Source: an optimization exercise on an open RTL-to-GDS flow (aim: small area). Production flows keep margins and buffers that such runs may drop.
Where RTL was checked, it was by simulation tests only, not by an equivalence proof against the original.
The RTL of runs 1 and 2 was laid out without a check of its function.
Power is estimated from default activity; no workload was simulated. The flow treats the clock pin as an ideal source, which a real chip does not have.

## flow/flow/run.sh

```bash
#!/bin/bash
# Standard ORFS layout, with two changes: the port buffers are buf_1 cells,
# and the clock tree uses larger sink clusters and no dummy loads.
set -euo pipefail
export BUFFER_PORTS_ARGS="-buffer_cell sky130_fd_sc_hd__buf_1"
export CTS_ARGS="-sink_clustering_enable -repair_clock_nets -sink_clustering_size 25 -sink_clustering_max_diameter 100 -dont_use_dummy_load"
bash standard.sh > standard_make.log 2>&1
```

## flow/standard.sh

```bash
#!/bin/bash
# synth_recipe.tcl (not shown) runs the flow's synth.tcl, then flattens the netlist and writes it again
# the make line also repeats each setting of config.mk as NAME=value (left out here)
make -C /OpenROAD-flow-scripts/flow DESIGN_CONFIG=/design/flow/config.mk WORK_HOME=/design/flow/orfs CLKGATE_MAP_FILE= SYNTH_SCRIPT=/design/flow/synth_recipe.tcl "${@:-finish}"
```

## flow/config.mk

```make
export PLATFORM = sky130hd
export DESIGN_NAME = sps_bus_reader
export DESIGN_NICKNAME = sps_bus_reader
export VERILOG_FILES = /design/flow/design.v
export SDC_FILE = /design/flow/constraint.sdc
export NUM_CORES = 4
export LEC_CHECK = 0
export CAP_MARGIN = 20
export CORE_MARGIN = 2
export CORE_UTILIZATION = 40
export SLEW_MARGIN = 20
export SYNTH_HIERARCHICAL = 1
```

## flow/constraint.sdc

```tcl
create_clock -name core_clock -period 10.0 [get_ports {clk}]
set_input_delay 2.0000 -clock core_clock [delete_from_list [all_inputs] [get_ports {clk}]]
set_output_delay 2.0000 -clock core_clock [all_outputs]
set_load 0.01 [all_outputs]
```

## flow/design.v

```verilog
module sps_bus_reader (
    input  wire        clk,
    input  wire        rst,
    input  wire        start,
    input  wire        init,
    output wire        busy,
    output wire        done,
    output wire        rd_req,
    output wire [15:0] rd_ptr,
    output wire [6:0]  rd_len,
    input  wire        rx_valid,
    input  wire [7:0]  rx_byte,
    input  wire        rx_end,
    output wire [3:0]  last_result,
    output reg         rec_valid,
    output wire [2:0]  health,
    output reg  [31:0] bad_cnt,
    output reg  [31:0] good_cnt,
    input  wire [3:0]  rec_sel,
    output wire [31:0] rec_data
);
    reg  [2:0]  state;
    wire        st_d = state[2];
    wire        st_r = state[1];
    wire        st_x = state[0];
    function [7:0] crc8;
        input [7:0] b0;
        input [7:0] b1;
        reg   [7:0] acc;
        reg  [15:0] w;
        integer k;
        begin
            acc = 8'hFF;
            w   = {b0, b1};
            for (k = 15; k >= 0; k = k - 1)
                acc = (acc[7] ^ w[k]) ? ({acc[6:0], 1'b0} ^ 8'h31) : {acc[6:0], 1'b0};
            crc8 = acc;
        end
    endfunction
    reg  [1:0]  ph;         
    reg  [4:0]  grp;        
    reg         ovf;        
    reg         mism;       
    reg  [7:0]  sh [0:39];  
    reg  [31:0] record [0:9];
    reg  [1:0]  link;
    reg         lr3, lr2, lr1;
    integer i;
    wire idle   = ~st_r & ~st_x;
    wire req    = st_r & ~st_x;
    wire commit = st_r & st_x;
    assign busy   = ~idle;
    assign done   = st_d & idle;
    assign rd_req = req;
    assign rd_ptr = 16'h0202;
    assign rd_len = {1'b0, st_d, st_d, st_d, st_d, ~st_d, ~st_d};
    assign last_result = {lr3, lr2, lr1, lr2};
    assign health      = {link, link[0]};
    wire       at20   = grp[4] & grp[2];            
    wire       ph0    = ~ph[1] & ~ph[0];
    wire       len60  = ~ovf & ph0 & at20;
    wire       rdy_ok = ~mism & ~ovf & ph0 & (grp == 5'd1) &
                        (sh[1] == 8'h00) & (sh[0] == 8'h01);
    wire       ok     = st_d & len60 & ~mism;
    always @(posedge clk) begin
        if (req) begin
            ph   <= 2'd0;
            grp  <= 5'd0;
            ovf  <= 1'b0;
            mism <= 1'b0;
        end else if (rx_valid) begin
            if (ph[1]) begin
                ph  <= 2'd0;
                grp <= grp + 5'd1;
                if (crc8(sh[1], sh[0]) != rx_byte)
                    mism <= 1'b1;
            end else begin
                ph  <= {ph[0], ~ph[0]};
                if (ph0 & at20)
                    ovf <= 1'b1;
            end
        end
    end
    always @(posedge clk) begin
        if (rx_valid & ~ph[1]) begin
            sh[0] <= rx_byte;
            for (i = 1; i < 40; i = i + 1)
                sh[i] <= sh[i-1];
        end
    end
    always @(posedge clk) begin
        if (commit & ok)
            for (i = 0; i < 10; i = i + 1)
                record[i] <= {sh[39-4*i], sh[38-4*i], sh[37-4*i], sh[36-4*i]};
    end
    wire [9:0] fsel;
    genvar g, b;
    generate
        for (g = 0; g < 8; g = g + 1) begin : SEL
            assign fsel[g] = (rec_sel == g);
        end
    endgenerate
    assign fsel[8] = rec_sel[3] & ~rec_sel[0];
    assign fsel[9] = rec_sel[3] &  rec_sel[0];
    generate
        for (b = 0; b < 32; b = b + 1) begin : RD
            wire [9:0] d;
            for (g = 0; g < 10; g = g + 1) begin : F
                assign d[g] = record[g][b];
            end
            sps_mux10 m (.s(fsel), .d(d), .y(rec_data[b]));
        end
    endgenerate
    wire        idle_init = idle & init & ~start;
    wire        bad_up    = commit & ~ok;
    wire        good_up   = commit & ok;
    reg  [32:0] bc, gc;
    always @(*) begin
        bc[0] = bad_up  & ~(&bad_cnt);
        gc[0] = good_up & ~(&good_cnt);
        for (i = 0; i < 32; i = i + 1) begin
            bc[i+1] = bc[i] & bad_cnt[i];
            gc[i+1] = gc[i] & good_cnt[i];
        end
    end
    always @(posedge clk) begin
        if (rst | idle_init | good_up)
            bad_cnt <= 32'd0;
        else
            bad_cnt <= bad_cnt ^ bc[31:0];
        if (rst | idle_init)
            good_cnt <= 32'd1;
        else
            good_cnt <= good_cnt ^ gc[31:0];
    end
    always @(posedge clk) begin
        if (rst) begin
            state     <= 3'b000;
            lr3       <= 1'b1;
            lr2       <= 1'b1;
            lr1       <= 1'b1;
            rec_valid <= 1'b0;
            link      <= 2'b00;
        end else begin
            case (state)
                3'b000, 3'b100: state <= start ? 3'b010 : 3'b000;
                3'b010: state <= 3'b001;
                3'b001: if (rx_end) state <= rdy_ok ? 3'b110 : 3'b011;
                3'b110: state <= 3'b101;
                3'b101: if (rx_end) state <= 3'b111;
                default: state <= 3'b100;
            endcase
            if (idle_init)
                link <= 2'b00;
            if (commit) begin
                lr3 <= ~st_d;
                lr2 <= st_d & ~(len60 & ~mism);
                lr1 <= st_d & ~len60;
                if (ok) begin
                    rec_valid <= 1'b1;
                    link      <= 2'b01;
                end else if (|bad_cnt[31:2]) begin
                    link      <= 2'b10;
                end
            end
        end
    end
endmodule
module sps_mux10 (
    input  wire [9:0] s,
    input  wire [9:0] d,
    output wire       y
);
    wire n0, n1, n2, n3;
    sps_aoi222 g0 (.a0(s[0]), .a1(d[0]), .b0(s[1]), .b1(d[1]), .c0(s[2]), .c1(d[2]), .y(n0));
    sps_aoi222 g1 (.a0(s[3]), .a1(d[3]), .b0(s[4]), .b1(d[4]), .c0(s[5]), .c1(d[5]), .y(n1));
    sps_aoi222 g2 (.a0(s[6]), .a1(d[6]), .b0(s[7]), .b1(d[7]), .c0(s[8]), .c1(d[8]), .y(n2));
    sps_nand2  g3 (.a(s[9]), .b(d[9]), .y(n3));
    sps_nand4  g4 (.a(n0), .b(n1), .c(n2), .d(n3), .y(y));
endmodule
module sps_aoi222 (
    input  wire a0, a1, b0, b1, c0, c1,
    output wire y
);
    assign y = ~((a0 & a1) | (b0 & b1) | (c0 & c1));
endmodule
module sps_nand2 (
    input  wire a, b,
    output wire y
);
    assign y = ~(a & b);
endmodule
module sps_nand4 (
    input  wire a, b, c, d,
    output wire y
);
    assign y = ~(a & b & c & d);
endmodule
```

==> summary.txt, run 1 <==
Place
  • DP Wirelength: 28,400 um
  • # placed instances: 2,139
  • RD Place Congestion: 0.749
  • Worst Setup Slack post-DPL: 2.63 ns
  • Port Buffer Count: 130

Critical path
  • Data arrival at the endpoint of the critical path: 7.86 ns
  • R2R Path End: bad_cnt[31]$_SDFF_PP0_
  • Crit path buf inv count: 0
  • Most prevalent standard cell on the critical path: ha_1
  • Startpoint of the most critical setup path: ph[1]$_SDFFE_PP0P_
  • Largest stage delay on the critical path: 0.46 ns
  • Start of the worst register-to-register path: ph[1]$_SDFFE_PP0P_
  • R2r worst-path depth: 37
  • Critical path depth: 37
  • Peak fanout along the critical path: 5
  • Required time at the worst-slack endpoint: 10.46 ns
  • Crit path capture type: flop
  • Highest-delay cell along the critical path: nor3_1
  • Critical Path Start Type: flop
  • Worst reg-to-reg setup slack: 2.60 ns
  • Kind of cell adding the most delay to the critical path: adder cells
  • Setup CP Type: reg2reg
  • Critical path destination: bad_cnt[31]$_SDFF_PP0_

CTS
  • Number of setup buffers added after CTS: 0
  • Number of buffers added by the clock tree synthesis step: 35
  • Worst skew pair latency: 0.58 ns
  • Number of cells upsized or downsized after cts: 0
  • Max clock buf depth: 3
  • Hold bufs inserted after CTS: 0
  • Clock tree from TritonCTS: done
  • Clock edge transition at the registers on the reported setup and hold paths: 0.10 ns
  • Buffer cell driving the clock tree root: clkbuf_16
  • H-tree level count: 2
  • Sink Count: 722

Final layout
  • Post-Route Utilization: 44.2%
  • Post-route insts no fill: 2,174
  • Area growth, synth to finish: 9.57%
  • Count of fill cells added during filler insertion: 5,290
  • Total area of multi-input combinational cells: 3790 um2
  • Count of antenna diodes in the layout: 0
  • Area used by sequential logic in the layout: 20,900 um2
  • Total number of nets in the final design: 1,469
  • Share of final-layout standard cells stronger than drive strength 1: 5.35%

Synthesis
  • Flip-flop cell with the highest count after synthesis: edfxtp_1
  • Share of the synthesized area in the top cell type: 77.4%
  • Post-synthesis area per instance: 20.3 um2
  • Most numerous cell in the Yosys netlist: edfxtp_1
  • Top post-synthesis cells by area: edfxtp_1 (77%), dfxtp_1 (6.6%), a222oi_1 (3.9%), ha_1 (3.3%), nand4_1 (1.4%)
  • Number of synthesized flops with an enable pin: 640
  • Leading post-synthesis cells by instance count: edfxtp_1 (640), a222oi_1 (96), dfxtp_1 (82)
  • Count of different cell masters after synthesis: 45
  • Share of synthesized area occupied by flip-flops and latches: 84.0%
  • Synthesis-stage register bit count: 722
  • Synthesized instance count: 1,224
  • Post-synth design cell area: 24,800 um2
  • Area leader, netlist: edfxtp_1
  • Synth async-reset ratio: 0%
  • Warning count from the yosys run: 9

GRT
  • Vias in the first global route: 11,800
  • Largest net degree at the start of global routing: 174
  • GR Overflow Total: 0
  • Global routing usage summed across all routing layers: 14.4%
  • Initial antenna violation count: 5
  • First-pass GRT wire length: 70,300 um

STA
  • Slew HR: 24.9%
  • Slew @ Worst Pin: 1.12 ns
  • Post-route clock period utilization: 74.0%
  • Setup ws final: 2.60 ns
  • Total negative slack: 0 ns
  • Number of failing hold endpoints at the final stage: 0
  • Final number of max-transition violations: 0
  • Unrepaired setup endpoints after global routing: no
  • Max Fclk: 135 MHz
  • Period minus WS final: 7.40 ns
  • Setup clock skew after layout: 0.0535 ns
  • Setup Viol. Count Final: 0

Outcome
  • Outcome: timing/DRC/antenna clean

Floorplanning
  • Placement row count: 91
  • Die H: 253 um
  • Core area: 61,500 um2
  • Count of boundary I/O pins: 148
  • Starting density of the core: 40.4%
  • Die boundary width: 253 um
  • Die Outline Area: 64,100 um2

Worst hold path
  • Hold Crit Class: reg2reg
  • Worst Hold Path Cells: 0

Route
  • Detailed Route Iter0 Violations: 1,489
  • Total Wirelength: 46,700 um
  • Number of optimization iterations in the first detailed-route pass: 8
  • Vias post-DR: 11,700
  • Average routed wire per standard cell: 21.5 um
  • DRC violations left: 0
  • Avg Vias per Cell: 5.39
  • Remaining number of nets flagged by the antenna check after routing: 0

Power and ir drop
  • Power density cells: 200 nW/um2
  • Leak pwr: 0.00911 uW
  • Pwr Total: 5440 uW
  • VDD IR-drop max: 0.000106 V

Job
  • Number of max-capacitance violations reported: 0
[worst min path at each step]
stage / endpoint / from
after global placement: record[0][31]$_DFFE_PP_ / sh[39][7]$_DFFE_PP_
after detailed placement: record[0][25]$_DFFE_PP_ / sh[39][1]$_DFFE_PP_
after global routing: record[0][25]$_DFFE_PP_ / sh[39][1]$_DFFE_PP_
after floorplan: record[0][24]$_DFFE_PP_ / sh[39][0]$_DFFE_PP_
after CTS: record[4][21]$_DFFE_PP_ / sh[22][5]$_DFFE_PP_
final: sh[15][3]$_DFFE_PP_ / sh[14][3]$_DFFE_PP_
[Yosys stat by module, one instance, submodules excluded, a selection]
module,cells inside,flops+latches
sps_nand2,1,0
sps_nand4,1,0
sps_aoi222,1,0
sps_bus_reader,1064,722
[per-layer routing]
metal | GRT usage, % | share of wire [%] | vias up
met3 | 3.30 | 7.0 | 53
met1 | 20.8 | 46 | 6025
met4 | 3.43 | 1.5 | 10
met2 | 22.3 | 46 | 356
li1 | - | - | 5281
met5 | 0 | 0.15 | -
[flip-flops by register name, summed over array words and instances, names as in the netlist]
signal,cells
mism,1
bad_cnt,32
lr1,1
good_cnt,32
lr2,1
link,2
record,320
sh,320
ovf,1
rec_valid,1
lr3,1
state,3
ph,2
grp,5
[report_power, final]
part / switching (uW) / internal (uW) / leakage, uW / total (uW)
Sequential: 104 / 3540 / 0.00662 / 3640
Combinational: 205 / 110 / 0.00206 / 315
Clock: 849 / 630 / 0.000431 / 1480
[final cells by class]
cell class,instances,share of cell area (%)
flip-flops and latches,722,76.7
inverters,10,0.166
multi-input cells,469,13.9
repair buffers,148,2.35
well taps,790,3.63
clock buffers,35,3.22
[through the flow]
stage,cell area (um2),hold slack (ns)
5_1_grt,27200,0.439
6_report,27200,0.415
3_3_place_gp,26300,0.404
4_1_cts,27200,0.421
3_5_place_dp,26300,0.406
2_1_floorplan,24900,0.400
[cell usage in the layout (no fill, tap or decap), drive strengths merged, types with 23 or more instances in the layout]
master,synthesis,final
a222oi,96,96
and2,32,32
nand2,41,41
xnor2,26,26
dfxtp,82,82
edfxtp,640,640
nor2,23,23
buf,27,148
ha,65,65
clkbuf,11,35
nand4,54,54
and3,32,32
[cell families after synthesis]
logic type | count (synthesis) | share of synthesized area (%)
flops | 722 | 84.0
simple gates | 221 | 4.93
compound gates | 119 | 4.51
fa+ha+maj | 65 | 3.28
buf+inv | 48 | 1.13
xor+xnor | 42 | 1.89
mux | 5 | 0.202
other cells | 2 | 0.0303
==> inputs of run 2 (changes only) <==
==> flow/flow/run.sh (replaced) <==
#!/bin/bash
# Standard ORFS layout, with two changes: the port buffers are buf_1 cells,
# and the clock tree uses larger sink clusters and no dummy loads.
set -euo pipefail
export BUFFER_PORTS_ARGS="-buffer_cell sky130_fd_sc_hd__buf_1"
export CTS_ARGS="-sink_clustering_enable -repair_clock_nets -sink_clustering_size 30 -sink_clustering_max_diameter 100 -dont_use_dummy_load"
bash standard.sh > standard_make.log 2>&1
==> run 2 against run 1 <==
Effect of this change: die area is the same; still clean on timing, DRC and antenna; setup slack worse by 0.047 ns; hold slack lost 0.021 ns; sequential power hardly changed; non-clock buffer count unchanged; critical path depth is the same; synthesized area unchanged; utilization down 0.28 points; first-iteration DRC count shrank 0.81%.
==> summary.txt, run 2 <==
CTS
  • Number of setup buffers added after CTS: 0
  • Hold bufs inserted after CTS: 0
  • Clock edge transition at the registers on the reported setup and hold paths: 0.11 ns
  • Sink Count: 722
  • Number of cells upsized or downsized after cts: 0
  • H-tree level count: 1
  • Number of buffers added by the clock tree synthesis step: 28
  • Max clock buf depth: 3
  • Worst skew pair latency: 0.63 ns
  • Buffer cell driving the clock tree root: clkbuf_16
  • Clock tree from TritonCTS: done

Synthesis
  • Share of synthesized area occupied by flip-flops and latches: 84.0%
  • Warning count from the yosys run: 9
  • Leading post-synthesis cells by instance count: edfxtp_1 (640), a222oi_1 (96), dfxtp_1 (82)
  • Synth async-reset ratio: 0%
  • Top post-synthesis cells by area: edfxtp_1 (77%), dfxtp_1 (6.6%), a222oi_1 (3.9%), ha_1 (3.3%), nand4_1 (1.4%)
  • Flip-flop cell with the highest count after synthesis: edfxtp_1
  • Most numerous cell in the Yosys netlist: edfxtp_1
  • Post-synthesis area per instance: 20.3 um2
  • Number of synthesized flops with an enable pin: 640
  • Synthesized instance count: 1,224
  • Synthesis-stage register bit count: 722
  • Post-synth design cell area: 24,800 um2
  • Area leader, netlist: edfxtp_1
  • Share of the synthesized area in the top cell type: 77.4%
  • Count of different cell masters after synthesis: 45

Route
  • Detailed Route Iter0 Violations: 1,477
  • Remaining number of nets flagged by the antenna check after routing: 0
  • Total Wirelength: 46,400 um
  • Number of optimization iterations in the first detailed-route pass: 6
  • Vias post-DR: 11,600
  • Avg Vias per Cell: 5.36
  • Average routed wire per standard cell: 21.4 um
  • DRC violations left: 0

Place
  • DP Wirelength: 28,400 um
  • RD Place Congestion: 0.749
  • Port Buffer Count: 130

Floorplanning
  • Die Outline Area: 64,100 um2
  • Die boundary width: 253 um
  • Die H: 253 um
  • Core area: 61,500 um2
  • Placement row count: 91
  • Count of boundary I/O pins: 148
  • Starting density of the core: 40.4%

Worst hold path
  • Hold_sp: sh[22][5]$_DFFE_PP_
  • Worst Hold Path Cells: 0
  • Hold Crit Class: reg2reg

Final layout
  • Largest registers ranked by flip-flop count: record: 320 flops, sh: 320 flops
  • Count of antenna diodes in the layout: 0
  • Count of fill cells added during filler insertion: 5,312
  • Total area of multi-input combinational cells: 3790 um2
  • Most frequent cells in the layout: edfxtp_1 (640), buf_1 (130), a222oi_1 (96)
  • Share of final-layout standard cells stronger than drive strength 1: 4.87%
  • Area growth, synth to finish: 8.86%
  • Most common cell after layout, fill and taps aside: edfxtp_1
  • Total number of nets in the final design: 1,462
  • Post-Route Utilization: 43.9%
  • Area used by sequential logic in the layout: 20,900 um2

Critical path
  • Largest stage delay on the critical path: 0.47 ns
  • Crit path capture type: flop
  • Required time at the worst-slack endpoint: 10.45 ns
  • Peak fanout along the critical path: 5
  • R2R Path End: bad_cnt[31]$_SDFF_PP0_
  • Critical path depth: 37
  • Start of the worst register-to-register path: ph[1]$_SDFFE_PP0P_
  • R2r worst-path depth: 37
  • Kind of cell adding the most delay to the critical path: adder cells
  • Critical Path Start Type: flop
  • Data arrival at the endpoint of the critical path: 7.90 ns
  • Crit path buf inv count: 0
  • Most prevalent standard cell on the critical path: ha_1
  • Startpoint of the most critical setup path: ph[1]$_SDFFE_PP0P_
  • Worst reg-to-reg setup slack: 2.55 ns
  • Critical path destination: bad_cnt[31]$_SDFF_PP0_
  • Setup CP Type: reg2reg
  • Highest-delay cell along the critical path: nor3_1

GRT
  • Met3 routing resource usage after global routing: 3.09%
  • GR met2 Demand/Resource: 22.4%
  • Global routing usage summed across all routing layers: 14.2%
  • Initial antenna violation count: 5
  • Routing layer with the top usage in global route: met2
  • GR Overflow Total: 0
  • Met1 Resource Use GR: 20.7%
  • Vias in the first global route: 11,700
  • First-pass GRT wire length: 70,000 um
  • Largest net degree at the start of global routing: 174

Job
  • Number of max-capacitance violations reported: 0

STA
  • Max Fclk: 134 MHz
  • Setup Viol. Count Final: 0
  • Unrepaired setup endpoints after global routing: no
  • Total negative slack: 0 ns
  • Period minus WS final: 7.45 ns
  • Number of failing hold endpoints at the final stage: 0
  • Slew @ Worst Pin: 1.09 ns
  • Slew HR: 27.0%
  • Post-route clock period utilization: 74.5%
  • Final number of max-transition violations: 0
  • Setup clock skew after layout: 0.0647 ns

Power and ir drop
  • Sw Share: 21.4%
  • Leak pwr: 0.00902 uW
  • VDD IR-drop max: 0.000142 V
  • Internal power: 4150 uW
  • Comb power frac: 6.0%
  • Power density cells: 195 nW/um2
  • Psw: 1130 uW
  • Sequential group share of total power: 68.9%
  • Clock network power share: 25.1%

Outcome
  • Outcome: timing/DRC/antenna clean
==> run 2: cell counts after synthesis <==
No cell type changed its count.
==> run 2: through the flow <==
step | setup WS (ns) | cells | cell area [um2] | hold WS [ns] | total power [uW]
after CTS | 2.52 | 2167 | 27000 | 0.383 | 5330
after global routing | 2.07 | 2167 | 27000 | 0.392 | 5470
after detailed placement | 2.63 | 2139 | 26300 | 0.406 | 4030
final | 2.55 | 2167 | 27000 | 0.394 | 5280
after floorplan | 1.90 | 1239 | 24900 | 0.400 | 3910
after global placement | 2.75 | 2139 | 26300 | 0.404 | 4010
==> run 2: area by class of cell <==
type	instances	share of cell area, %
sequential	722	77.2
multi-input combinational	469	14.0
tap	790	3.66
clock buffer	28	2.59
timing repair buffer	148	2.37
inverter	10	0.167
==> run 2: logic make-up after synthesis <==
family / Yosys count / share of synthesized area (%)
AOI/OAI and AO/OA: 119 / 4.51
xor gates and xnor gates: 42 / 1.89
adders and majority gates: 65 / 3.28
buffers and inverters: 48 / 1.13
DFF: 722 / 84.0
muxes: 5 / 0.202
other: 2 / 0.0303
and+or+nand+nor: 221 / 4.93
==> run 2: per-layer routing <==
metal  wire length (um)  up-vias
met5                 67        -
met4                670       10
met3               3300       50
met2              21300      363
met1              21100     5932
li1                   -     5258
==> run 2: per-module statistics from Yosys, one instance, submodules excluded, excerpt <==
module	cells inside	flip-flops and latches
sps_bus_reader	1064	722
sps_nand4	1	0
sps_nand2	1	0
sps_aoi222	1	0
==> run 2: worst min-delay path by stage <==
stage	endpoint	slack, ns
floorplan	record[0][24]$_DFFE_PP_	0.40
global placement	record[0][31]$_DFFE_PP_	0.40
detailed placement	record[0][25]$_DFFE_PP_	0.41
CTS	record[4][21]$_DFFE_PP_	0.38
global route	sh[31][1]$_DFFE_PP_	0.39
finish	record[4][21]$_DFFE_PP_	0.39
==> run 2: power by group through the flow <==
| stage | logic (uW) | registers (uW) | clock network [uW] |
|---|---|---|---|
| 2_1_floorplan | 233 | 3680 | 0 |
| 3_3_place_gp | 314 | 3700 | 0 |
| 3_5_place_dp | 320 | 3710 | 0 |
| 4_1_cts | 321 | 3640 | 1370 |
| 5_1_grt | 347 | 3660 | 1460 |
| 6_report | 315 | 3640 | 1320 |
==> inputs of run 3 (changes only) <==
--- a/flow/design.v
+++ b/flow/design.v
@@ -63,4 +63,14 @@
                         (sh[1] == 8'h00) & (sh[0] == 8'h01);
     wire       ok     = st_d & len60 & ~mism;
+    wire [7:0] crc_chk;
+    assign crc_chk[0] = sh[1][0] ^ sh[1][3] ^ sh[1][4] ^ sh[1][6] ^ sh[0][0] ^ rx_byte[3] ^ rx_byte[4];
+    assign crc_chk[1] = sh[1][1] ^ sh[1][4] ^ sh[1][5] ^ sh[1][7] ^ sh[0][1] ^ rx_byte[4] ^ rx_byte[5];
+    assign crc_chk[2] = sh[1][2] ^ sh[1][5] ^ sh[1][6] ^ sh[0][2] ^ rx_byte[0] ^ rx_byte[5] ^ rx_byte[6];
+    assign crc_chk[3] = sh[1][3] ^ sh[1][6] ^ sh[1][7] ^ sh[0][3] ^ rx_byte[1] ^ rx_byte[6] ^ rx_byte[7];
+    assign crc_chk[4] = sh[1][0] ^ sh[0][3] ^ sh[0][4] ^ rx_byte[0] ^ rx_byte[1] ^ rx_byte[2] ^ rx_byte[3] ^ rx_byte[4] ^ rx_byte[6];
+    assign crc_chk[5] = sh[1][0] ^ sh[1][1] ^ sh[0][3] ^ sh[0][5] ^ rx_byte[0] ^ rx_byte[5] ^ rx_byte[6] ^ rx_byte[7];
+    assign crc_chk[6] = sh[1][1] ^ sh[1][2] ^ sh[1][4] ^ sh[1][7] ^ sh[0][6] ^ rx_byte[1] ^ rx_byte[2] ^ rx_byte[6];
+    assign crc_chk[7] = sh[1][2] ^ sh[1][3] ^ sh[1][5] ^ sh[0][7] ^ rx_byte[2] ^ rx_byte[3] ^ rx_byte[7];
+    wire       crc_bad = (crc_chk != 8'h9C);
     always @(posedge clk) begin
         if (req) begin
@@ -73,5 +83,5 @@
                 ph  <= 2'd0;
                 grp <= grp + 5'd1;
-                if (crc8(sh[1], sh[0]) != rx_byte)
+                if (crc_bad)
                     mism <= 1'b1;
             end else begin
@@ -115,22 +125,28 @@
     wire        bad_up    = commit & ~ok;
     wire        good_up   = commit & ok;
-    reg  [32:0] bc, gc;
-    always @(*) begin
-        bc[0] = bad_up  & ~(&bad_cnt);
-        gc[0] = good_up & ~(&good_cnt);
-        for (i = 0; i < 32; i = i + 1) begin
-            bc[i+1] = bc[i] & bad_cnt[i];
-            gc[i+1] = gc[i] & good_cnt[i];
-        end
-    end
-    always @(posedge clk) begin
-        if (rst | idle_init | good_up)
-            bad_cnt <= 32'd0;
-        else
-            bad_cnt <= bad_cnt ^ bc[31:0];
-        if (rst | idle_init)
-            good_cnt <= 32'd1;
-        else
-            good_cnt <= good_cnt ^ gc[31:0];
+    wire        bad_clr   = rst | idle_init | good_up;
+    wire        good_clr  = rst | idle_init;
+    wire [16:0] bc, gc;
+    wire [31:0] bad_d, good_d;
+    wire        good_d0;
+    assign bc[0] = bad_up  & ~(&bad_cnt);
+    assign gc[0] = good_up & ~(&good_cnt);
+    generate
+        for (b = 0; b < 16; b = b + 1) begin : CNT
+            sps_cnt2 ub (.c(bc[b]), .q0(bad_cnt[2*b]), .q1(bad_cnt[2*b+1]), .clr(bad_clr),
+                         .d0(bad_d[2*b]), .d1(bad_d[2*b+1]), .cout(bc[b+1]));
+            if (b == 0) begin : G0
+                sps_cnt2 ug (.c(gc[b]), .q0(good_cnt[0]), .q1(good_cnt[1]), .clr(good_clr),
+                             .d0(good_d0), .d1(good_d[1]), .cout(gc[b+1]));
+            end else begin : GN
+                sps_cnt2 ug (.c(gc[b]), .q0(good_cnt[2*b]), .q1(good_cnt[2*b+1]), .clr(good_clr),
+                             .d0(good_d[2*b]), .d1(good_d[2*b+1]), .cout(gc[b+1]));
+            end
+        end
+    endgenerate
+    assign good_d[0] = good_d0 | good_clr;    
+    always @(posedge clk) begin
+        bad_cnt  <= bad_d;
+        good_cnt <= good_d;
     end
     always @(posedge clk) begin
@@ -197,2 +213,43 @@
     assign y = ~(a & b & c & d);
 endmodule
+module sps_cnt2 (
+    input  wire c,
+    input  wire q0,
+    input  wire q1,
+    input  wire clr,
+    output wire d0,
+    output wire d1,
+    output wire cout
+);
+    wire x0, x1, nc1;
+    sps_xnor2 u0 (.a(q0), .b(c), .y(x0));
+    sps_nor2  u1 (.a(clr), .b(x0), .y(d0));
+    sps_nand2 u2 (.a(q0), .b(c), .y(nc1));
+    sps_xor2  u3 (.a(q1), .b(nc1), .y(x1));
+    sps_nor2  u4 (.a(clr), .b(x1), .y(d1));
+    sps_and3  u5 (.a(c), .b(q0), .c(q1), .y(cout));
+endmodule
+module sps_xnor2 (
+    input  wire a, b,
+    output wire y
+);
+    assign y = ~(a ^ b);
+endmodule
+module sps_xor2 (
+    input  wire a, b,
+    output wire y
+);
+    assign y = a ^ b;
+endmodule
+module sps_nor2 (
+    input  wire a, b,
+    output wire y
+);
+    assign y = ~(a | b);
+endmodule
+module sps_and3 (
+    input  wire a, b, c,
+    output wire y
+);
+    assign y = a & b & c;
+endmodule
==> run 3 against run 2 <==
Effect of this change: synthesized area down 0.85%; synthesized cell count up 4.3%; count of clock-buffer cells in the layout up 1; cell count up 2.5%; critical path type is now in2out; critical endpoint is now rec_data[11].
==> summary.txt, run 3 <==
Outcome
  • Outcome: timing/DRC/antenna clean

CTS
  • Clock edge transition at the registers on the reported setup and hold paths: 0.11 ns
  • H-tree level count: 1
  • Max clock buf depth: 3
  • Number of buffers added by the clock tree synthesis step: 29
  • Number of setup buffers added after CTS: 0
  • Number of cells upsized or downsized after cts: 0
  • Hold bufs inserted after CTS: 0
  • Buffer cell driving the clock tree root: clkbuf_16
  • Worst skew pair latency: 0.62 ns
  • Clock tree from TritonCTS: done
  • Sink Count: 722

STA
  • Final number of max-transition violations: 0
  • Max Fclk: 161 MHz
  • Total negative slack: 0 ns
  • Post-route clock period utilization: 62.2%
  • Setup clock skew after layout: 0.0678 ns
  • Setup ws final: 3.78 ns
  • Period minus WS final: 6.22 ns
  • Slew HR: 32.0%
  • Number of failing hold endpoints at the final stage: 0
  • Setup Viol. Count Final: 0
  • Unrepaired setup endpoints after global routing: no
  • Slew @ Worst Pin: 1.02 ns

Power and ir drop
  • Internal power: 4130 uW
  • Comb power frac: 4.7%
  • Power density cells: 195 nW/um2
  • Leak pwr: 0.00834 uW
  • Psw: 1100 uW
  • Clock network power share: 25.7%
  • VDD IR-drop max: 0.000135 V
  • Sequential group share of total power: 69.6%
  • Sw Share: 21.0%

Place
  • Worst Setup Slack post-DPL: 3.74 ns
  • DP Wirelength: 28,500 um
  • RD Place Congestion: 0.788
  • # placed instances: 2,191
  • Port Buffer Count: 130

Final layout
  • Most frequent cells in the layout: edfxtp_1 (640), buf_1 (130), a222oi_1 (96)
  • Share of final-layout standard cells stronger than drive strength 1: 4.31%
  • Post-route insts no fill: 2,221
  • Area growth, synth to finish: 9.04%
  • Largest registers ranked by flip-flop count: record: 320 flops, sh: 320 flops
  • Total number of nets in the final design: 1,462
  • Count of fill cells added during filler insertion: 5,236
  • Most common cell after layout, fill and taps aside: edfxtp_1

Route
  • Avg Vias per Cell: 5.34
  • Vias post-DR: 11,900
  • Number of optimization iterations in the first detailed-route pass: 7
  • Total Wirelength: 47,000 um
  • Detailed Route Iter0 Violations: 1,520
  • DRC violations left: 0
  • Average routed wire per standard cell: 21.2 um
  • Remaining number of nets flagged by the antenna check after routing: 0

Synthesis
  • Warning count from the yosys run: 9
  • Synthesized instance count: 1,277
  • Post-synth design cell area: 24,600 um2
  • Post-synthesis area per instance: 19.3 um2

GRT
  • Global routing usage summed across all routing layers: 14.4%
  • First-pass GRT wire length: 69,900 um
  • Initial antenna violation count: 5
  • Largest net degree at the start of global routing: 125
  • Vias in the first global route: 11,500
  • GR Overflow Total: 0

Critical path
  • Start of the worst register-to-register path: ph[1]$_SDFFE_PP0P_
  • Worst reg-to-reg setup slack: 4.46 ns
  • Required time at the worst-slack endpoint: 8.00 ns
  • Critical Path Start Type: primary input
  • Crit path capture type: output port
  • Setup CP Type: in2out
  • Data arrival at the endpoint of the critical path: 4.22 ns
  • Peak fanout along the critical path: 17
  • Startpoint of the most critical setup path: rec_sel[2]

Floorplanning
  • Die Outline Area: 63,500 um2
  • Placement row count: 90
  • Starting density of the core: 40.6%
  • Core area: 60,600 um2
  • Die H: 252 um
  • Die boundary width: 252 um
  • Count of boundary I/O pins: 148

Worst hold path
  • Hold_sp: sh[9][0]$_DFFE_PP_
  • Hold Crit Class: reg2reg

Job
  • Number of max-capacitance violations reported: 0
-- run 3: cell types whose count changed in the layout (fill, tap and decap cells not counted), moves of 3 or more --
| cell | before | now |
|---|---|---|
| xor2_1 | 12 | 39 |
| nand2_1 | 41 | 74 |
| nor2_1 | 18 | 85 |
| xnor2_1 | 23 | 58 |
| and2_1 | 32 | 2 |
| ha_1 | 65 | 4 |
| inv_1 | 8 | 11 |
| mux2i_1 | 5 | 2 |
-- run 3: path summary, 6_finish.rpt --
kind                                          endpoint  cells past startpoint
worst max-delay path                      rec_data[11]                      7
worst min-delay path            record[7][8]$_DFFE_PP_                      0
worst max register to register    good_cnt[31]$_DFF_P_                     23
worst min register to register  record[7][8]$_DFFE_PP_                      0
-- run 3: layer usage --
metal / track usage [%] / part of all wire [%] / vias to the layer above
li1: - / - / 5369
met1: 21.4 / 46 / 6049
met2: 22.4 / 46 / 367
met3: 2.27 / 6.4 / 57
met4: 3.18 / 2.0 / 8
met5: 0 / 0.10 / -
-- run 3: power groups by stage --
stage	sequential (uW)	combinational, uW	clock [uW]
2_1_floorplan	3680	174	0
3_3_place_gp	3700	244	0
3_5_place_dp	3700	248	0
4_1_cts	3640	249	1400
5_1_grt	3660	270	1490
6_report	3640	245	1340
-- run 3: layout make-up --
class | instances | area, um2 | share of cell area [%]
Timing Repair Buffer | 148 | 627 | 2.34
Antenna cell | 1 | 2.50 | 0.00932
Multi-Input combinational cell | 527 | 3590 | 13.4
Clock buffer | 29 | 726 | 2.70
Tap cell | 782 | 978 | 3.65
Sequential cell | 722 | 20900 | 77.7
Inverter | 12 | 52.6 | 0.196
-- run 3: stage by stage --
stage	cell area [um2]	power, uW	hold WS, ns	utilization (%)
CTS	26800	5280	0.413	44.3
global route	26800	5420	0.415	44.3
floorplan	24700	3850	0.400	-
finish	26800	5230	0.402	44.3
detailed placement	26100	3950	0.406	43.1
global placement	26100	3940	0.403	43.1
-- run 3: critical path, stage by stage --
cell      delay, ns
buf_1          0.24
nand2b_1       0.21
nor2_2         0.81
buf_4          0.44
a222oi_1       0.11
nand4_1        0.20
buf_1          0.18
==> inputs of run 4 (changes only) <==
--- a/flow/design.v
+++ b/flow/design.v
@@ -24,18 +24,4 @@
     wire        st_r = state[1];
     wire        st_x = state[0];
-    function [7:0] crc8;
-        input [7:0] b0;
-        input [7:0] b1;
-        reg   [7:0] acc;
-        reg  [15:0] w;
-        integer k;
-        begin
-            acc = 8'hFF;
-            w   = {b0, b1};
-            for (k = 15; k >= 0; k = k - 1)
-                acc = (acc[7] ^ w[k]) ? ({acc[6:0], 1'b0} ^ 8'h31) : {acc[6:0], 1'b0};
-            crc8 = acc;
-        end
-    endfunction
     reg  [1:0]  ph;         
     reg  [4:0]  grp;        
@@ -45,4 +31,5 @@
     reg  [31:0] record [0:9];
     reg  [1:0]  link;
+    reg         bad_ge4;    
     reg         lr3, lr2, lr1;
     integer i;
@@ -63,14 +50,47 @@
                         (sh[1] == 8'h00) & (sh[0] == 8'h01);
     wire       ok     = st_d & len60 & ~mism;
-    wire [7:0] crc_chk;
-    assign crc_chk[0] = sh[1][0] ^ sh[1][3] ^ sh[1][4] ^ sh[1][6] ^ sh[0][0] ^ rx_byte[3] ^ rx_byte[4];
-    assign crc_chk[1] = sh[1][1] ^ sh[1][4] ^ sh[1][5] ^ sh[1][7] ^ sh[0][1] ^ rx_byte[4] ^ rx_byte[5];
-    assign crc_chk[2] = sh[1][2] ^ sh[1][5] ^ sh[1][6] ^ sh[0][2] ^ rx_byte[0] ^ rx_byte[5] ^ rx_byte[6];
-    assign crc_chk[3] = sh[1][3] ^ sh[1][6] ^ sh[1][7] ^ sh[0][3] ^ rx_byte[1] ^ rx_byte[6] ^ rx_byte[7];
-    assign crc_chk[4] = sh[1][0] ^ sh[0][3] ^ sh[0][4] ^ rx_byte[0] ^ rx_byte[1] ^ rx_byte[2] ^ rx_byte[3] ^ rx_byte[4] ^ rx_byte[6];
-    assign crc_chk[5] = sh[1][0] ^ sh[1][1] ^ sh[0][3] ^ sh[0][5] ^ rx_byte[0] ^ rx_byte[5] ^ rx_byte[6] ^ rx_byte[7];
-    assign crc_chk[6] = sh[1][1] ^ sh[1][2] ^ sh[1][4] ^ sh[1][7] ^ sh[0][6] ^ rx_byte[1] ^ rx_byte[2] ^ rx_byte[6];
-    assign crc_chk[7] = sh[1][2] ^ sh[1][3] ^ sh[1][5] ^ sh[0][7] ^ rx_byte[2] ^ rx_byte[3] ^ rx_byte[7];
-    wire       crc_bad = (crc_chk != 8'h9C);
+    wire [7:0]  crc_chk;
+    wire [38:0] cx;
+    sps_xor2 X0 (.a(sh[1][6]), .b(rx_byte[0]), .y(cx[0]));
+    sps_xor2 X1 (.a(sh[0][2]), .b(cx[0]), .y(cx[1]));
+    sps_xor2 X2 (.a(rx_byte[4]), .b(cx[1]), .y(cx[2]));
+    sps_xor2 X3 (.a(sh[0][1]), .b(cx[2]), .y(cx[3]));
+    sps_xor2 X4 (.a(sh[0][6]), .b(rx_byte[7]), .y(cx[4]));
+    sps_xor2 X5 (.a(rx_byte[3]), .b(cx[4]), .y(cx[5]));
+    sps_xor2 X6 (.a(sh[1][4]), .b(sh[1][7]), .y(cx[6]));
+    sps_xor2 X7 (.a(rx_byte[5]), .b(rx_byte[6]), .y(cx[7]));
+    sps_xor2 X8 (.a(sh[1][5]), .b(cx[5]), .y(cx[8]));
+    sps_xor2 X9 (.a(sh[1][0]), .b(cx[7]), .y(cx[9]));
+    sps_xor2 X10 (.a(sh[0][7]), .b(cx[8]), .y(cx[10]));
+    sps_xor2 X11 (.a(rx_byte[0]), .b(rx_byte[7]), .y(cx[11]));
+    sps_xor2 X12 (.a(sh[1][2]), .b(cx[3]), .y(cx[12]));
+    sps_xor2 X13 (.a(sh[0][5]), .b(cx[9]), .y(cx[13]));
+    sps_xor2 X14 (.a(sh[0][4]), .b(cx[6]), .y(cx[14]));
+    sps_xor2 X15 (.a(cx[12]), .b(cx[6]), .y(cx[15]));
+    sps_xor2 X16 (.a(cx[15]), .b(rx_byte[6]), .y(cx[16]));
+    sps_xor2 X17 (.a(cx[16]), .b(sh[1][1]), .y(cx[17]));
+    sps_xor2 X18 (.a(cx[13]), .b(cx[11]), .y(cx[18]));
+    sps_xor2 X19 (.a(cx[18]), .b(sh[0][3]), .y(cx[19]));
+    sps_xor2 X20 (.a(cx[19]), .b(sh[1][1]), .y(cx[20]));
+    sps_xor2 X21 (.a(cx[3]), .b(rx_byte[2]), .y(cx[21]));
+    sps_xor2 X22 (.a(cx[21]), .b(rx_byte[1]), .y(cx[22]));
+    sps_xor2 X23 (.a(cx[22]), .b(sh[0][6]), .y(cx[23]));
+    sps_xor2 X24 (.a(cx[14]), .b(cx[8]), .y(cx[24]));
+    sps_xor2 X25 (.a(cx[24]), .b(cx[2]), .y(cx[25]));
+    sps_xor2 X26 (.a(cx[25]), .b(sh[0][5]), .y(cx[26]));
+    sps_xor2 X27 (.a(cx[7]), .b(cx[1]), .y(cx[27]));
+    sps_xor2 X28 (.a(cx[27]), .b(sh[1][5]), .y(cx[28]));
+    sps_xor2 X29 (.a(cx[28]), .b(sh[1][2]), .y(cx[29]));
+    sps_xor2 X30 (.a(cx[12]), .b(cx[10]), .y(cx[30]));
+    sps_xor2 X31 (.a(cx[30]), .b(rx_byte[1]), .y(cx[31]));
+    sps_xor2 X32 (.a(cx[31]), .b(sh[1][3]), .y(cx[32]));
+    sps_xor2 X33 (.a(cx[13]), .b(cx[10]), .y(cx[33]));
+    sps_xor2 X34 (.a(cx[33]), .b(cx[0]), .y(cx[34]));
+    sps_xor2 X35 (.a(cx[34]), .b(sh[1][4]), .y(cx[35]));
+    sps_xor2 X36 (.a(cx[14]), .b(cx[11]), .y(cx[36]));
+    sps_xor2 X37 (.a(cx[36]), .b(rx_byte[2]), .y(cx[37]));
+    sps_xor2 X38 (.a(cx[37]), .b(sh[0][0]), .y(cx[38]));
+    assign crc_chk = {cx[38], cx[35], cx[32], cx[29], cx[26], cx[23], cx[20], cx[17]};
+    wire       crc_bad = (crc_chk != 8'h15);
     always @(posedge clk) begin
         if (req) begin
@@ -149,4 +169,5 @@
         bad_cnt  <= bad_d;
         good_cnt <= good_d;
+        bad_ge4  <= ~bad_clr & (bad_ge4 | (bad_up & bad_cnt[1] & bad_cnt[0]));
     end
     always @(posedge clk) begin
@@ -176,5 +197,5 @@
                     rec_valid <= 1'b1;
                     link      <= 2'b01;
-                end else if (|bad_cnt[31:2]) begin
+                end else if (bad_ge4) begin
                     link      <= 2'b10;
                 end
==> run 4 against run 3 <==
Effect of this change: clock power is essentially flat; via count down 1.0%; first-iteration DRC count grew 5.5%; count of clock-buffer cells in the layout is 1 lower; still clean.
==> summary.txt, run 4 <==
Critical path
  • Most prevalent standard cell on the critical path: buf_1
  • R2R Path End: good_cnt[31]$_DFF_P_
  • Largest stage delay on the critical path: 0.55 ns
  • Crit path buf inv count: 3
  • Kind of cell adding the most delay to the critical path: buffers and inverters
  • Critical Path Start Type: primary input
  • Crit path capture type: output port
  • Data arrival at the endpoint of the critical path: 3.91 ns
  • Highest-delay cell along the critical path: a222oi_1
  • Start of the worst register-to-register path: ph[1]$_SDFFE_PN0P_
  • Required time at the worst-slack endpoint: 8.00 ns
  • Setup CP Type: in2out
  • Peak fanout along the critical path: 32
  • R2r worst-path depth: 22
  • Worst reg-to-reg setup slack: 4.50 ns
  • Cell-by-cell listing of the critical path: buf_1 -> nand2b_1 -> nor3_2 -> buf_4 -> a222oi_1 -> nand4_1 -> buf_1

GRT
  • Vias in the first global route: 11,400
  • GR Overflow Total: 0
  • Global routing usage summed across all routing layers: 14.1%
  • First-pass GRT wire length: 69,400 um
  • Initial antenna violation count: 6
  • Largest net degree at the start of global routing: 186

Synthesis
  • Synthesized instance count: 1,266
  • Post-synth design cell area: 24,600 um2
  • Warning count from the yosys run: 11
  • Post-synthesis area per instance: 19.4 um2

CTS
  • H-tree level count: 1
  • Clock tree from TritonCTS: done
  • Buffer cell driving the clock tree root: clkbuf_16
  • Number of cells upsized or downsized after cts: 0
  • Number of setup buffers added after CTS: 0
  • Max clock buf depth: 3
  • Clock edge transition at the registers on the reported setup and hold paths: 0.11 ns
  • Hold bufs inserted after CTS: 0
  • Worst skew pair latency: 0.61 ns
  • Number of buffers added by the clock tree synthesis step: 28
  • Sink Count: 723

STA
  • Slew @ Worst Pin: 1.06 ns
  • Setup clock skew after layout: 0.0514 ns
  • Number of failing hold endpoints at the final stage: 0
  • Worst hold slack: 0.426 ns
  • Post-route clock period utilization: 59.1%
  • Final number of max-transition violations: 0
  • Slew HR: 29.3%
  • Unrepaired setup endpoints after global routing: no
  • Total negative slack: 0 ns
  • Setup ws final: 4.09 ns
  • Max Fclk: 169 MHz
  • Period minus WS final: 5.91 ns
  • Setup Viol. Count Final: 0

Final layout
  • Total number of nets in the final design: 1,446
  • Most frequent cells in the layout: edfxtp_1 (640), buf_1 (130), a222oi_1 (96)
  • Final instance area: 26,800 um2
  • Area growth, synth to finish: 8.99%
  • Area used by sequential logic in the layout: 20,900 um2
  • Largest registers ranked by flip-flop count: record: 320 flops, sh: 320 flops
  • Most common cell after layout, fill and taps aside: edfxtp_1
  • Count of fill cells added during filler insertion: 5,203
  • Total area of multi-input combinational cells: 3550 um2
  • Share of final-layout standard cells stronger than drive strength 1: 4.28%

Worst hold path
  • Worst Hold Path Cells: 0
  • Hold Crit Class: reg2reg
  • Hold_sp: sh[39][6]$_DFFE_PP_
  • Worst Hold Endpoint: record[0][30]$_DFFE_PP_

Power and ir drop
  • Power density cells: 196 nW/um2
  • VDD IR-drop max: 0.000137 V
  • Leak pwr: 0.00830 uW

Place
  • RD Place Congestion: 0.796
  • Worst Setup Slack post-DPL: 4.10 ns
  • Port Buffer Count: 130
  • Placed Instance Area: 26,100 um2
  • DP Wirelength: 27,900 um

Floorplanning
  • Starting density of the core: 40.5%
  • Die Outline Area: 63,400 um2
  • Placement row count: 90
  • Die H: 252 um
  • Die boundary width: 252 um
  • Core area: 60,600 um2
  • Count of boundary I/O pins: 148

Route
  • Number of optimization iterations in the first detailed-route pass: 9
  • Vias post-DR: 11,700
  • Remaining number of nets flagged by the antenna check after routing: 0
  • Total Wirelength: 46,100 um
  • DRC violations left: 0
  • Detailed Route Iter0 Violations: 1,603
  • Average routed wire per standard cell: 20.9 um
  • Avg Vias per Cell: 5.31

Job
  • Number of max-capacitance violations reported: 0

Outcome
  • Outcome: timing/DRC/antenna clean
run 4: cell type report:
type                       count  area share (%)
clock buffer                  28            2.62
tap                          782            3.65
inverter                       5          0.0701
multi-input combinational    521            13.3
antenna                        2          0.0187
timing repair buffer         147            2.39
sequential                   723            78.0
run 4: through the flow:
step | cells | total power, uW | util (%)
2_1_floorplan | 1281 | 3900 | -
3_3_place_gp | 2178 | 3990 | 43.0
3_5_place_dp | 2178 | 4010 | 43.0
4_1_cts | 2206 | 5300 | 44.2
5_1_grt | 2206 | 5440 | 44.2
6_report | 2208 | 5250 | 44.2
run 4: worst max path at each step:
stage,depth (start not counted),from,endpoint
2_1_floorplan,4,ph[1]$_SDFFE_PN0P_,record[0][0]$_DFFE_PP_
3_3_place_gp,7,rec_sel[3],rec_data[17]
3_5_place_dp,7,rec_sel[3],rec_data[17]
4_1_cts,7,rec_sel[3],rec_data[17]
5_1_grt,7,rec_sel[3],rec_data[17]
6_report,7,rec_sel[3],rec_data[17]
run 4: metal layers:
layer	GRT usage, %	up-vias	part of all wire, %
met4	3.09	8	1.9
met5	0	-	0.11
met3	2.57	62	7.6
li1	-	5317	-
met1	21.4	5934	46
met2	21.1	411	44
run 4: report_power, final:
part	total, uW	internal (uW)	switching [uW]
clock network	1320	504	812
registers	3670	3560	111
logic	266	77.6	188
total	5250	4140	1110
==> inputs of run 5 (changes only) <==
==> flow/flow/run.sh (replaced) <==
#!/bin/bash
# Standard ORFS layout, with two changes: the port buffers are buf_1 cells,
# and the clock tree uses larger sink clusters and no dummy loads.
set -euo pipefail
export BUFFER_PORTS_ARGS="-buffer_cell sky130_fd_sc_hd__buf_1"
export CTS_ARGS="-sink_clustering_enable -repair_clock_nets -sink_clustering_size 32 -sink_clustering_max_diameter 100 -dont_use_dummy_load"
bash standard.sh > standard_make.log 2>&1
--- a/flow/config.mk
+++ b/flow/config.mk
@@ -8,5 +8,5 @@
 export CAP_MARGIN = 20
 export CORE_MARGIN = 2
-export CORE_UTILIZATION = 40
+export CORE_UTILIZATION = 60
 export SLEW_MARGIN = 20
 export SYNTH_HIERARCHICAL = 1
==> run 5 against run 4 <==
Effect of this change: wire length decreased by 3.2%; register-to-register slack got worse by 0.05 ns; hold slack got worse by 0.0091 ns; highest routed layer unchanged; still clean on timing, DRC and antenna.
==> summary.txt, run 5 <==
Outcome
  • Outcome: timing/DRC/antenna clean

STA
  • Final number of max-transition violations: 0
  • Slew HR: 21.6%
  • Setup clock skew after layout: 0.0374 ns
  • Total negative slack: 0 ns
  • Unrepaired setup endpoints after global routing: no
  • Number of failing hold endpoints at the final stage: 0
  • Period minus WS final: 6.28 ns
  • Setup Viol. Count Final: 0
  • Post-route clock period utilization: 62.8%
  • Max Fclk: 159 MHz
  • Worst hold slack: 0.417 ns
  • Slew @ Worst Pin: 1.17 ns

GRT
  • Initial antenna violation count: 3
  • First-pass GRT wire length: 66,400 um
  • Global routing usage summed across all routing layers: 20.8%
  • Vias in the first global route: 11,400
  • GR Overflow Total: 0
  • Largest net degree at the start of global routing: 199

Synthesis
  • Post-synth design cell area: 24,600 um2
  • Warning count from the yosys run: 11
  • Post-synthesis area per instance: 19.4 um2
  • Synthesized instance count: 1,266

Route
  • Remaining number of nets flagged by the antenna check after routing: 0
  • Detailed Route Iter0 Violations: 1,560
  • Average routed wire per standard cell: 22.8 um
  • Total Wirelength: 44,600 um
  • Avg Vias per Cell: 5.99
  • Vias post-DR: 11,700
  • Number of optimization iterations in the first detailed-route pass: 5
  • DRC violations left: 0

Critical path
  • Crit path capture type: output port
  • Critical path depth: 7
  • Cell-by-cell listing of the critical path: buf_1 -> nand2b_1 -> nor2_2 -> buf_4 -> a222oi_1 -> nand4_1 -> buf_1
  • Required time at the worst-slack endpoint: 8.00 ns
  • Highest-delay cell along the critical path: nor2_2
  • Kind of cell adding the most delay to the critical path: simple AND/OR/NAND/NOR gates
  • Data arrival at the endpoint of the critical path: 4.28 ns
  • Peak fanout along the critical path: 20
  • Setup CP Type: in2out
  • Most prevalent standard cell on the critical path: buf_1
  • Crit path buf inv count: 3
  • Largest stage delay on the critical path: 0.67 ns
  • Critical Path Start Type: primary input
  • R2r worst-path depth: 21

Place
  • RD Place Congestion: 0.778
  • DP Wirelength: 27,400 um
  • Placed Instance Area: 25,800 um2
  • Port Buffer Count: 130
  • # placed instances: 1,928

CTS
  • Number of buffers added by the clock tree synthesis step: 26
  • H-tree level count: 1
  • Number of cells upsized or downsized after cts: 0
  • Clock tree from TritonCTS: done
  • Max clock buf depth: 3
  • Sink Count: 723
  • Worst skew pair latency: 0.59 ns
  • Number of setup buffers added after CTS: 0
  • Hold bufs inserted after CTS: 0
  • Buffer cell driving the clock tree root: clkbuf_16
  • Clock edge transition at the registers on the reported setup and hold paths: 0.11 ns

Floorplanning
  • Core area: 40,600 um2
  • Placement row count: 74
  • Count of boundary I/O pins: 148
  • Die boundary width: 206 um
  • Die Outline Area: 42,600 um2
  • Starting density of the core: 60.4%
  • Die H: 206 um

Final layout
  • Count of antenna diodes in the layout: 0
  • Area growth, synth to finish: 7.56%
  • Most frequent cells in the layout: edfxtp_1 (640), buf_1 (130), a222oi_1 (96)
  • Post-route insts no fill: 1,954
  • Total number of nets in the final design: 1,444
  • Largest registers ranked by flip-flop count: record: 320 flops, sh: 320 flops
  • Final instance area: 26,400 um2
  • Share of final-layout standard cells stronger than drive strength 1: 4.15%
  • Most common cell after layout, fill and taps aside: edfxtp_1

Job
  • Number of max-capacitance violations reported: 0

Power and ir drop
  • Pwr Total: 5200 uW
  • Leak pwr: 0.00829 uW
  • Sw Share: 21.0%
  • Internal power: 4110 uW
  • Comb power frac: 5.1%
  • Sequential group share of total power: 70.5%
  • Power density cells: 197 nW/um2
  • Psw: 1090 uW
  • VDD IR-drop max: 0.000123 V
  • Clock network power share: 24.4%

Worst hold path
  • Hold Crit Class: reg2reg
  • Worst Hold Path Cells: 0
==> run 5: metal layers <==
| metal | wire (um) | track usage [%] | vias to the layer above |
|---|---|---|---|
| li1 | - | - | 5317 |
| met4 | 684 | 4.59 | 6 |
| met2 | 20700 | 32.0 | 398 |
| met5 | 37 | 0 | - |
| met3 | 3250 | 3.33 | 50 |
| met1 | 19900 | 31.9 | 5942 |
==> run 5: metrics by stage <==
stage / utilization, % / worst slack (ns)
after floorplan: - / 0.0303
after global placement: 63.3 / 3.82
after detailed placement: 63.4 / 3.74
after CTS: 65.0 / 3.72
after global routing: 65.0 / 3.58
final: 65.0 / 3.72
==> run 5: layout make-up <==
cell class | instances | area [um2]
Fill cell | 2803 | 14200
Inverter | 5 | 18.8
Clock buffer | 26 | 651
Sequential cell | 723 | 20900
Multi-Input combinational cell | 521 | 3560
Timing Repair Buffer | 147 | 648
Tap cell | 532 | 666
==> run 5: power groups by stage <==
stage / logic [uW] / registers (uW) / clock network, uW
after floorplan: 193 / 3700 / 0
after global placement: 263 / 3730 / 0
after detailed placement: 269 / 3730 / 0
after CTS: 270 / 3670 / 1300
after global routing: 294 / 3690 / 1400
final: 265 / 3670 / 1270
==> run 5: final timing paths <==
check,start,slack [ns],end
worst min register to register,sh[22][6]$_DFFE_PP_,0.42,record[4][22]$_DFFE_PP_
worst max register to register,state[0]$_SDFFE_PP0P_,4.45,bad_cnt[31]$_DFF_P_
worst min-delay path,sh[22][6]$_DFFE_PP_,0.42,record[4][22]$_DFFE_PP_
worst max-delay path,rec_sel[0],3.72,rec_data[0]
==> inputs of run 6 (changes only) <==
--- a/flow/design.v
+++ b/flow/design.v
@@ -147,19 +147,28 @@
     wire        bad_clr   = rst | idle_init | good_up;
     wire        good_clr  = rst | idle_init;
-    wire [16:0] bc, gc;
+    wire [15:0] bc, gc;
+    wire        bad_ns, good_ns;    
     wire [31:0] bad_d, good_d;
     wire        good_d0;
-    assign bc[0] = bad_up  & ~(&bad_cnt);
-    assign gc[0] = good_up & ~(&good_cnt);
+    assign bc[0] = bad_up;
+    assign gc[0] = good_up;
     generate
         for (b = 0; b < 16; b = b + 1) begin : CNT
-            sps_cnt2 ub (.c(bc[b]), .q0(bad_cnt[2*b]), .q1(bad_cnt[2*b+1]), .clr(bad_clr),
-                         .d0(bad_d[2*b]), .d1(bad_d[2*b+1]), .cout(bc[b+1]));
+            if (b < 15) begin : M
+                sps_cnt2 ub (.c(bc[b]), .q0(bad_cnt[2*b]), .q1(bad_cnt[2*b+1]), .clr(bad_clr),
+                             .ns(bad_ns), .d0(bad_d[2*b]), .d1(bad_d[2*b+1]), .cout(bc[b+1]));
+            end else begin : L
+                sps_cnt2l ub (.c(bc[b]), .q0(bad_cnt[2*b]), .q1(bad_cnt[2*b+1]), .clr(bad_clr),
+                              .ns(bad_ns), .d0(bad_d[2*b]), .d1(bad_d[2*b+1]), .ncout(bad_ns));
+            end
             if (b == 0) begin : G0
                 sps_cnt2 ug (.c(gc[b]), .q0(good_cnt[0]), .q1(good_cnt[1]), .clr(good_clr),
-                             .d0(good_d0), .d1(good_d[1]), .cout(gc[b+1]));
-            end else begin : GN
+                             .ns(good_ns), .d0(good_d0), .d1(good_d[1]), .cout(gc[b+1]));
+            end else if (b < 15) begin : GM
                 sps_cnt2 ug (.c(gc[b]), .q0(good_cnt[2*b]), .q1(good_cnt[2*b+1]), .clr(good_clr),
-                             .d0(good_d[2*b]), .d1(good_d[2*b+1]), .cout(gc[b+1]));
+                             .ns(good_ns), .d0(good_d[2*b]), .d1(good_d[2*b+1]), .cout(gc[b+1]));
+            end else begin : GL
+                sps_cnt2l ug (.c(gc[b]), .q0(good_cnt[2*b]), .q1(good_cnt[2*b+1]), .clr(good_clr),
+                              .ns(good_ns), .d0(good_d[2*b]), .d1(good_d[2*b+1]), .ncout(good_ns));
             end
         end
@@ -239,15 +248,48 @@
     input  wire q1,
     input  wire clr,
+    input  wire ns,
     output wire d0,
     output wire d1,
     output wire cout
 );
-    wire x0, x1, nc1;
-    sps_xnor2 u0 (.a(q0), .b(c), .y(x0));
-    sps_nor2  u1 (.a(clr), .b(x0), .y(d0));
+    wire nc1;
+    sps_tgl   u0 (.q(q0), .c(c), .ns(ns), .clr(clr), .d(d0));
     sps_nand2 u2 (.a(q0), .b(c), .y(nc1));
-    sps_xor2  u3 (.a(q1), .b(nc1), .y(x1));
-    sps_nor2  u4 (.a(clr), .b(x1), .y(d1));
+    sps_tgln  u3 (.q(q1), .nc(nc1), .ns(ns), .clr(clr), .d(d1));
     sps_and3  u5 (.a(c), .b(q0), .c(q1), .y(cout));
+endmodule
+module sps_cnt2l (
+    input  wire c,
+    input  wire q0,
+    input  wire q1,
+    input  wire clr,
+    input  wire ns,
+    output wire d0,
+    output wire d1,
+    output wire ncout
+);
+    wire nc1;
+    sps_tgl   u0 (.q(q0), .c(c), .ns(ns), .clr(clr), .d(d0));
+    sps_nand2 u2 (.a(q0), .b(c), .y(nc1));
+    sps_tgln  u3 (.q(q1), .nc(nc1), .ns(ns), .clr(clr), .d(d1));
+    sps_nand3 u5 (.a(c), .b(q0), .c(q1), .y(ncout));
+endmodule
+module sps_tgl (
+    input  wire q, c, ns, clr,
+    output wire d
+);
+    assign d = ~((~(q ^ c) & ns) | clr);
+endmodule
+module sps_tgln (
+    input  wire q, nc, ns, clr,
+    output wire d
+);
+    assign d = ~(((q ^ nc) & ns) | clr);
+endmodule
+module sps_nand3 (
+    input  wire a, b, c,
+    output wire y
+);
+    assign y = ~(a & b & c);
 endmodule
 module sps_xnor2 (
==> run 6 against run 5 <==
Effect of this change: synthesized area down 0.22%; still clean on timing, DRC and antenna; cell count down 0.72%; fmax up 8.4%; largest power group unchanged; synthesized cell count down 1.3%.
==> summary.txt, run 6 <==
GRT
  • Largest net degree at the start of global routing: 178
  • Vias in the first global route: 11,200
  • Initial antenna violation count: 2
  • Global routing usage summed across all routing layers: 20.0%
  • First-pass GRT wire length: 64,600 um
  • GR Overflow Total: 0

Final layout
  • Most frequent cells in the layout: edfxtp_1 (640), buf_1 (130), a222oi_1 (96)
  • Share of final-layout standard cells stronger than drive strength 1: 5.47%
  • Area growth, synth to finish: 8.03%
  • Count of antenna diodes in the layout: 0
  • Final instance area: 26,500 um2
  • Total area of multi-input combinational cells: 3590 um2
  • Total number of nets in the final design: 1,430
  • Count of fill cells added during filler insertion: 2,850
  • Most common cell after layout, fill and taps aside: edfxtp_1
  • Largest registers ranked by flip-flop count: record: 320 flops, sh: 320 flops
  • Area used by sequential logic in the layout: 20,900 um2

Synthesis
  • Synth async-reset ratio: 0%
  • Leading post-synthesis cells by instance count: edfxtp_1 (640), a222oi_1 (96), dfxtp_1 (83)
  • Share of synthesized area occupied by flip-flops and latches: 85.2%
  • Area leader, netlist: edfxtp_1
  • Synthesis-stage register bit count: 723
  • Count of different cell masters after synthesis: 35
  • Flip-flop cell with the highest count after synthesis: edfxtp_1
  • Most numerous cell in the Yosys netlist: edfxtp_1
  • Post-synthesis area per instance: 19.6 um2
  • Top post-synthesis cells by area: edfxtp_1 (78%), dfxtp_1 (6.8%), a222oi_1 (3.9%), xor2_1 (2.6%), a21oi_1 (1.4%)
  • Number of synthesized flops with an enable pin: 640
  • Warning count from the yosys run: 11
  • Post-synth design cell area: 24,500 um2
  • Synthesized instance count: 1,249
  • Share of the synthesized area in the top cell type: 78.4%

CTS
  • Number of cells upsized or downsized after cts: 0
  • Clock tree from TritonCTS: done
  • Max clock buf depth: 3
  • Hold bufs inserted after CTS: 0
  • Number of setup buffers added after CTS: 0
  • Worst skew pair latency: 0.59 ns
  • Clock edge transition at the registers on the reported setup and hold paths: 0.11 ns
  • Sink Count: 723
  • H-tree level count: 1
  • Number of buffers added by the clock tree synthesis step: 26
  • Buffer cell driving the clock tree root: clkbuf_16

Critical path
  • Start of the worst register-to-register path: state[0]$_SDFFE_PP0P_
  • Critical Path Start Type: primary input
  • Data arrival at the endpoint of the critical path: 3.80 ns
  • Highest-delay cell along the critical path: a222oi_1
  • Worst reg-to-reg setup slack: 4.39 ns
  • Largest stage delay on the critical path: 0.49 ns
  • Kind of cell adding the most delay to the critical path: buffers and inverters
  • Required time at the worst-slack endpoint: 8.00 ns
  • Cell-by-cell listing of the critical path: buf_1 -> nand2b_1 -> nor3_2 -> buf_4 -> a222oi_1 -> nand4_1 -> buf_1
  • Crit path capture type: output port
  • R2R Path End: bad_cnt[18]$_DFF_P_
  • Most prevalent standard cell on the critical path: buf_1
  • Crit path buf inv count: 3
  • Setup CP Type: in2out
  • Peak fanout along the critical path: 16
  • R2r worst-path depth: 19

Place
  • Worst Setup Slack post-DPL: 4.08 ns
  • DP Wirelength: 26,000 um
  • RD Place Congestion: 0.794
  • Port Buffer Count: 130
  • Placed Instance Area: 25,800 um2

Worst hold path
  • Worst Hold Endpoint: record[4][6]$_DFFE_PP_
  • Hold Crit Class: reg2reg
  • Hold_sp: sh[20][6]$_DFFE_PP_
  • Worst Hold Path Cells: 0

Floorplanning
  • Placement row count: 74
  • Core area: 40,600 um2
  • Die Outline Area: 42,500 um2
  • Count of boundary I/O pins: 148
  • Starting density of the core: 60.4%
  • Die H: 206 um
  • Die boundary width: 206 um

STA
  • Period minus WS final: 5.80 ns
  • Max Fclk: 173 MHz
  • Slew HR: 33.3%
  • Number of failing hold endpoints at the final stage: 0
  • Setup Viol. Count Final: 0
  • Final number of max-transition violations: 0
  • Slew @ Worst Pin: 1.00 ns
  • Setup ws final: 4.20 ns
  • Post-route clock period utilization: 58.0%
  • Setup clock skew after layout: 0.0451 ns
  • Worst hold slack: 0.424 ns
  • Unrepaired setup endpoints after global routing: no

Route
  • Remaining number of nets flagged by the antenna check after routing: 0
  • Average routed wire per standard cell: 22.2 um
  • Total Wirelength: 43,100 um
  • Vias post-DR: 11,600
  • Number of optimization iterations in the first detailed-route pass: 8
  • Avg Vias per Cell: 5.96
  • DRC violations left: 0
  • Detailed Route Iter0 Violations: 1,433

Power and ir drop
  • Power density cells: 196 nW/um2
  • VDD IR-drop max: 0.000104 V
  • Leak pwr: 0.00825 uW

Outcome
  • Outcome: timing/DRC/antenna clean

Job
  • Number of max-capacitance violations reported: 0
[run 6: worst max-delay path by stage]
stage,slack (ns),from,endpoint,cells past startpoint
final,4.20,rec_sel[3],rec_data[9],7
after global routing,3.87,state[0]$_SDFFE_PP0P_,bad_cnt[24]$_DFF_P_,19
after CTS,3.99,state[0]$_SDFFE_PP0P_,bad_cnt[28]$_DFF_P_,19
after detailed placement,4.08,state[0]$_SDFFE_PP0P_,bad_cnt[18]$_DFF_P_,19
after global placement,4.25,rec_sel[3],rec_data[9],7
after floorplan,-4.99,mism$_SDFFE_PN0P_,good_cnt[0]$_DFF_P_,20
[run 6: area by class of cell]
cell class,count,area share [%]
Sequential cell,723,78.9
Multi-Input combinational cell,503,13.6
Timing Repair Buffer,151,2.53
Tap cell,532,2.51
Clock buffer,26,2.46
Inverter,5,0.0709
[run 6: metrics by stage]
stage               total power (uW)  instances  TNS [ns]  util, %
floorplan                       3920       1264   -921.19        -
global placement                3990       1913         0     63.6
detailed placement              4000       1913         0     63.6
CTS                             5250       1939         0     65.2
global route                    5390       1940         0     65.3
finish                          5200       1940         0     65.3
[run 6: cells by family (layout without fill, tap and decap cells)]
| family | Yosys count | in the layout | share of synthesized area [%] |
|---|---|---|---|
| other cells | 2 | 17 | 0.0306 |
| compound gates | 175 | 175 | 5.62 |
| xor+xnor | 108 | 108 | 3.86 |
| simple gates | 199 | 199 | 4.11 |
| mux | 2 | 2 | 0.0817 |
| buf+inv | 38 | 182 | 0.995 |
| fa+ha+maj | 2 | 2 | 0.102 |
| flops | 723 | 723 | 85.2 |
[run 6: Yosys stat by module, one instance, submodules excluded, a selection]
module      cells inside  flip-flops and latches
sps_tgl                2                       0
sps_tgln               2                       0
sps_aoi222             1                       0
sps_nand4              1                       0
sps_and3               1                       0
sps_nand3              1                       0
sps_nand2              1                       0
[run 6: power breakdown]
| part | switching, uW | internal, uW |
|---|---|---|
| Combinational | 189 | 78.5 |
| Clock | 797 | 471 |
| Sequential | 110 | 3560 |
[run 6: per-layer routing]
metal,wire [um],up-vias,track usage [%],part of all wire [%]
met2,19600,372,29.9,45
met5,11,-,0,0.026
met1,19800,5881,31.7,46
met3,3300,27,3.74,7.6
li1,-,5290,-,-
met4,485,2,3.57,1.1

## static timing again, ports no longer ideal
How much do the figures lean on ideal ports? The routed layouts below were timed once more, with nothing changed but the port constraints.
Step 1: set_driving_cell puts a clkbuf_16 on clk and a buf_2 on each other input, an assumption about the parent block.
Step 2 moves the port delays by t, midway between the first and last clock arrival at a register: inputs arrive t later, outputs are due t later. That takes back most of the time a late clock gives input paths.
Three values: no drivers, after step 1, after step 2; two values: the first two.
| run | t (ns) | setup slack, ns | worst register clock-pin slew, ns | pins driven straight from the clock port |
|---|---|---|---|---|
| run 1 | 0.609 | 2.596 / 2.596 / 2.596 | 0.10 / 0.10 | 1 |
| run 2 | 0.640 | 2.549 / 2.549 / 2.549 | 0.12 / 0.12 | 1 |
| run 3 | 0.643 | 3.782 / 3.760 / 3.760 | 0.11 / 0.11 | 1 |
| run 4 | 0.639 | 4.093 / 4.040 / 4.040 | 0.12 / 0.12 | 1 |
| run 5 | 0.625 | 3.720 / 3.695 / 3.695 | 0.12 / 0.12 | 1 |
| run 6 | 0.627 | 4.205 / 4.178 / 4.178 | 0.12 / 0.12 | 1 |
After both steps setup and hold are still met in every run listed. For run 4, which loses most, drivers alone change the setup slack by -0.053 ns; drivers and shift together by -0.053 ns.
